This design comes from an exercise in tuning for small area, a short achievable clock period and few clock cycles on the open sky130 flow, not from production work.
Function was checked by simulation only, so behaviour that the tests miss may differ from the original.
Power figures rest on the tool's default switching activity, not on a simulated workload.

**design.v**
```verilog
module seq_div64 (
    input             clk,
    input             rst,
    input             start,
    input      [63:0] dividend,
    input      [31:0] divisor,
    output reg        done,
    output     [63:0] quotient,
    output     [31:0] remainder
);
    reg [63:0] dvd;      
    reg [32:0] rem;      
    reg [31:0] dsr;
    reg [6:0]  count;
    reg        busy;
    wire [32:0] shifted = {rem[31:0], dvd[63]};
    wire [33:0] diff    = {1'b0, shifted} - {2'b00, dsr};
    wire        fits    = ~diff[33];
    assign quotient  = dvd;
    assign remainder = rem[31:0];
    always @(posedge clk) begin
        if (rst) begin
            busy  <= 1'b0;
            done  <= 1'b0;
            count <= 7'd0;
        end else begin
            done <= 1'b0;
            if (start) begin
                dvd   <= dividend;
                dsr   <= divisor;
                rem   <= 33'd0;
                count <= 7'd0;
                busy  <= 1'b1;
            end else if (busy) begin
                rem   <= fits ? diff[32:0] : shifted;
                dvd   <= {dvd[62:0], fits};
                count <= count + 7'd1;
                if (count == 7'd63) begin
                    busy <= 1'b0;
                    done <= 1'b1;
                end
            end
        end
    end
endmodule
module fsyn_calc (
    input             clk,
    input             rst,
    input             in_valid,
    output            in_ready,
    input      [31:0] in_freq,
    output reg        out_valid,
    output reg [31:0] ms_a,
    output reg [19:0] ms_b,
    output reg [17:0] ms_p1,
    output reg [19:0] ms_p2,
    output reg        ms_range_err,
    output reg        div_zero,
    output reg [31:0] dds_word,
    output reg        dds_alias
);
    localparam [31:0] VCO_HZ     = 32'd900000000;
    localparam [31:0] C_DEN      = 32'd1048575;
    localparam [31:0] DDS_CLK_HZ = 32'd125000000;
    localparam [31:0] MS_A_MIN   = 32'd8;
    localparam [31:0] MS_A_MAX   = 32'd2048;
    localparam [2:0] S_IDLE  = 3'd0,
                     S_DIV_A = 3'd1,    
                     S_DIV_B = 3'd2,    
                     S_DIV_Q = 3'd3,    
                     S_DIV_W = 3'd4,    
                     S_DONE  = 3'd5;
    reg  [2:0]  state;
    reg         div_wait;    
    reg  [31:0] freq;
    reg  [31:0] a_r, r_r, b_r, q_r;
    reg         div_start;
    reg  [63:0] div_dividend;
    reg  [31:0] div_divisor;
    wire        div_done;
    wire [63:0] div_quo;
    wire [31:0] div_rem;
    seq_div64 u_div (
        .clk(clk), .rst(rst), .start(div_start),
        .dividend(div_dividend), .divisor(div_divisor),
        .done(div_done), .quotient(div_quo), .remainder(div_rem)
    );
    assign in_ready = (state == S_IDLE);
    always @(*) begin
        case (state)
            S_DIV_A: begin div_dividend = {32'd0, VCO_HZ};                   div_divisor = freq;       end
            S_DIV_B: begin div_dividend = {12'd0, r_r, 20'd0} - {32'd0, r_r}; div_divisor = freq;       end
            S_DIV_Q: begin div_dividend = {25'd0, b_r, 7'd0};                div_divisor = C_DEN;      end
            default: begin div_dividend = {freq, 32'd0} + {32'd0, DDS_CLK_HZ >> 1}; div_divisor = DDS_CLK_HZ; end
        endcase
        div_start = (state != S_IDLE) && (state != S_DONE) && !div_wait;
    end
    wire [31:0] p1_full  = (a_r << 7) + q_r - 32'd512;
    wire [31:0] p2_full  = (b_r << 7) - C_DEN * q_r;
    wire        in_range = (a_r >= MS_A_MIN) &&
                           ((a_r < MS_A_MAX) || ((a_r == MS_A_MAX) && (b_r == 32'd0)));
    wire        f_zero   = (freq == 32'd0);
    always @(posedge clk) begin
        if (rst) begin
            state     <= S_IDLE;
            div_wait  <= 1'b0;
            out_valid <= 1'b0;
        end else begin
            out_valid <= 1'b0;
            if (div_start)
                div_wait <= 1'b1;
            case (state)
                S_IDLE: if (in_valid) begin
                    freq  <= in_freq;
                    state <= (in_freq == 32'd0) ? S_DIV_W : S_DIV_A;
                    a_r   <= 32'd0;
                    b_r   <= 32'd0;
                    q_r   <= 32'd0;
                end
                S_DIV_A: if (div_done) begin
                    a_r      <= div_quo[31:0];
                    r_r      <= div_rem;
                    div_wait <= 1'b0;
                    state    <= S_DIV_B;
                end
                S_DIV_B: if (div_done) begin
                    b_r      <= div_quo[31:0];
                    div_wait <= 1'b0;
                    state    <= S_DIV_Q;
                end
                S_DIV_Q: if (div_done) begin
                    q_r      <= div_quo[31:0];
                    div_wait <= 1'b0;
                    state    <= S_DIV_W;
                end
                S_DIV_W: if (div_done) begin
                    dds_word <= div_quo[31:0];
                    div_wait <= 1'b0;
                    state    <= S_DONE;
                end
                default: begin    
                    ms_a         <= f_zero ? 32'd0 : a_r;
                    ms_b         <= f_zero ? 20'd0 : b_r[19:0];
                    ms_p1        <= f_zero ? 18'd0 : p1_full[17:0];
                    ms_p2        <= f_zero ? 20'd0 : p2_full[19:0];
                    ms_range_err <= !f_zero && !in_range;
                    div_zero     <= f_zero;
                    dds_alias    <= (freq > (DDS_CLK_HZ >> 1));
                    out_valid    <= 1'b1;
                    state        <= S_IDLE;
                end
            endcase
        end
    end
endmodule
```
**run.sh**
```bash
#!/bin/bash
# synth_recipe.tcl (not shown) runs the flow's synth.tcl, then flattens the netlist and writes it again
# the make line also repeats each setting of config.mk as NAME=value (left out here)
make -C /OpenROAD-flow-scripts/flow DESIGN_CONFIG=/design/flow/config.mk WORK_HOME=/design/flow/orfs CLKGATE_MAP_FILE= SYNTH_SCRIPT=/design/flow/synth_recipe.tcl finish
```
**config.mk**
```make
export PLATFORM = sky130hd
export DESIGN_NAME = fsyn_calc
export DESIGN_NICKNAME = fsyn_calc
export VERILOG_FILES = /design/flow/design.v
export SDC_FILE = /design/flow/constraint.sdc
export NUM_CORES = 4
export LEC_CHECK = 0
export CAP_MARGIN = 20
export CORE_MARGIN = 2
export CORE_UTILIZATION = 40
export SLEW_MARGIN = 20
```
**constraint.sdc**
```tcl
create_clock -name core_clock -period 10.0 [get_ports {clk}]
set_input_delay 2.0000 -clock core_clock [delete_from_list [all_inputs] [get_ports {clk}]]
set_output_delay 2.0000 -clock core_clock [all_outputs]
set_load 0.01 [all_outputs]
```
==> run summary <==
==> cell usage after synthesis, types with 49 or more instances <==
cell      number  share of area
a21o_1        49          0.015
a21oi_1      110          0.022
and3_1       100          0.026
clkbuf_1      66          0.010
edfxtp_1     400           0.49
fa_1         117          0.096
ha_1         136          0.069
inv_1        284          0.043
nand2_1      152          0.023
nor2_1       168          0.026
nor2b_1       52          0.013
o21ai_0       54          0.011
xnor2_1       88          0.031
==> worst min-delay path by stage <==
stage | endpoint | slack, ns
2_1_floorplan | r_r[13] | 0.46
3_3_place_gp | r_r[27] | 0.48
3_5_place_dp | r_r[13] | 0.48
4_1_cts | r_r[13] | 0.50
5_1_grt | r_r[30] | 0.52
6_report | r_r[13] | 0.50
==> power by group <==
part	leakage [uW]	total [uW]	switching, uW	internal [uW]
clock	0.000785	1840	751	1090
combinational	0.00699	3540	1980	1560
sequential	0.00380	2260	68.9	2190
total	0.0116	7640	2800	4840
==> per-layer routing <==
metal	routed length (microns)	track usage
met3	3933	0.02992
met4	1228	0.04643
met5	15	0
met1	30010	0.2988
met2	32530	0.3567
==> state kept, by name (all words and copies together) (netlist names), 3 cells and up <==
register,cells
u_div.count,7
ms_p2,19
r_r,32
u_div.rem,32
u_div.dsr,32
q_r,20
state,3
ms_a,32
b_r,32
ms_b,20
freq,32
u_div.dvd,64
a_r,32
ms_p1,18
dds_word,32
==> per-stage QoR <==
stage	total power [uW]	utilization	cells
3_5_place_dp	5835	0.4471	3055
4_1_cts	7692	0.4742	3140
2_1_floorplan	5045	-	2169
6_report	7635	0.4743	3141
3_3_place_gp	5774	0.4469	3055
5_1_grt	8274	0.4742	3140
==> layout make-up <==
type | count | area, sq um | share of cell area
sequential | 414 | 12290 | 0.4286
multi-input combinational | 1390 | 10910 | 0.3805
timing repair buffer | 183 | 1777 | 0.06195
clock buffer | 58 | 1227 | 0.04280
inverter | 286 | 1074 | 0.03743
tap | 782 | 978.4 | 0.03412
clock inverter | 27 | 414.1 | 0.01444
antenna | 1 | 2.502 | 0.00008726
==> cells by family after synthesis <==
| family | Yosys count | share of synthesized area |
|---|---|---|
| XOR/XNOR | 130 | 0.04645 |
| buffers and inverters | 365 | 0.05676 |
| AND/OR/NAND/NOR | 638 | 0.1310 |
| adder cells (fa/ha/maj) | 253 | 0.1650 |
| AO/OA/AOI/OAI | 359 | 0.09529 |
| multiplexers | 10 | 0.004134 |
| flip-flops | 414 | 0.5014 |
==> layout by cell type, fill, tap and decap left out, drive strengths merged, types with 11 or more instances in the layout <==
cell type	n
edfxtp	400
inv	284
nor2	169
clkdlybuf4s50	161
nand2	153
ha	136
a21oi	121
fa	117
and3	100
xnor2	88
o21ai	68
clkbuf	58
nor2b	52
a21o	49
xor2	42
nor4	35
nor3	31
nand2b	22
buf	22
nand3	19
clkinv	19
nand4	18
o21bai	14
dfxtp	14
a31oi	13
o31ai	12
o21a	11
a211oi	11
==> flow_summary.json <==
{
  "rows": 90,
  "startpoint": "q_r[7]",
  "postCtsHoldBufs": 0,
  "postSynthAreaPerCell_sq_um": 11.30,
  "synthFlopType": "edfxtp_1",
  "wirelength_mm": 67.71,
  "grt.overflow.total": 0,
  "first_global_vias": 16640,
  "cts_resized": 0,
  "crit_path_max_fanout": 6,
  "path_buf_inv": 5,
  "status": "timing/DRC/antenna clean",
  "final-max-slew-violation-count": 0,
  "syn2layout_area_growth_pct": 16.99,
  "vias": 16710,
  "synth.ff_latch_count": 414,
  "async_reset_ff_frac": 0,
  "synthCells": 2169,
  "n_fill_cell": 5497,
  "p_leak_uw": 0.01158,
  "period_needed_ns": 6.494,
  "pre_cts_ws_ns": 3.504,
  "cpMaxStageDelayCell": "fa_1",
  "wl_per_cell_microns": 21.56,
  "postCtsSetupBuffers": 0,
  "die_h_microns": 251.6,
  "critPathRequiredTime_ns": 10.33,
  "worst-slew-pin-transition_ns": 1.149,
  "place_area_sq_mm": 0.02703,
  "path_depth": 22,
  "grt_usage": 0.2143,
  "crit_family": "adder cells",
  "critical_path.endpoint": "ms_p2[19]",
  "root_buffer": "clkbuf_16",
  "core_area_sq_mm": 0.06047,
  "cp-start-kind": "flop",
  "r2r_slack_ns": 3.51,
  "irDropWorstVdd_uv": 349.0,
  "finalInstanceArea_sq_mm": 0.02868,
  "setup_viol": 0,
  "path_clk_slew_ns": 0.07,
  "rr_startpoint": "q_r[7]",
  "antenna_found_initial": 1,
  "die_width_microns": 251.6,
  "timing.fmax_mhz": 154.0,
  "synth_cell_type_count": 75,
  "clkLatencyLatePin_ns": 0.62,
  "skew_ns": 0.04893,
  "hp-start": "u_div.rem[13]",
  "dpl.hpwl_mm": 50.92,
  "synth-seq-area-share": 0.5014,
  "max_cap_violations": 0,
  "globalplace.congestion": 0.9275,
  "cts-htree-levels": 2,
  "dr.pass1.iters": 5,
  "initial_core_util": 0.4054,
  "max_stage_delay_ns": 0.70,
  "drc": 0,
  "worst-setup-path-type": "flop to flop",
  "finalSetupTns_ns": 0,
  "hold_class": "flop to flop",
  "grt_max_degree": 80,
  "pin_count": 162,
  "drt-initial-drc-count": 1244,
  "endpoint_kind": "flop",
  "cts.sinks": 414,
  "cp_cell_sequence": "fa_1, inv_1, ha_1, a21o_1, fa_1, fa_1, inv_1, ha_1, inv_1, fa_1, inv_1, fa_1, inv_1, ha_1, nand3_1, or3_1, a31oi_1, a21o_1, a41o_1, a31oi_1, xnor2_1, nor2_1",
  "fin_ws_ns": 3.506,
  "slew_headroom": 0.2269,
  "layout-drive-gt1-share": 0.05852,
  "syn_nets": 2457,
  "crit_arrival_ns": 6.83,
  "die_area_sq_mm": 0.06328,
  "hold_ws_ns": 0.4961,
  "ys_warn_count": 2,
  "synth_area_sq_mm": 0.02451,
  "rsz0062_at_grt": "false",
  "clk_path_buf_depth": 3,
  "fin_nets": 2610,
  "timing.final.crit_share": 0.6494,
  "hold_viol": 0,
  "io_buffers": 161,
  "cts_tree": "built",
  "worstReg2RegEnd": "ms_p2[19]",
  "routed_via_density": 5.320,
  "min_path_cells": 0,
  "numCtsBuffers": 47,
  "r2r_cells": 22,
  "ant_nets": 0,
  "grt_pass1_wl_mm": 102.9,
  "synth_edf_count": 400,
  "p_per_area_mw_per_mm2": 266.2
}
Testbench counts, summed over its fixed seeds: cycles 638,400.

## re-timing with driven ports
Ports are ideal in the flow. The routed layout listed here was re-timed in OpenROAD.
Step 1: set_driving_cell puts a clkbuf_16 on clk and a buf_2 on each other input, an assumption about the parent block.
Step 2 also shifts input and output timing later by t, the mid clock arrival at the registers, as if the neighbouring blocks saw the same clock.
a / b / c = ideal / step 1 / step 2; a / b = the first two.
t, ns: 0.653
setup slack, ns: 3.506 / 3.506 / 3.506
hold slack, ns: 0.496 / 0.496 / 0.496
latest minus earliest clock arrival (ns): 0.051 / 0.051
pins driven straight from the clock port: 1
After both steps setup and hold are still met in this run. For this run, drivers alone change the setup slack by 0.000 ns; drivers and shift together by 0.000 ns.
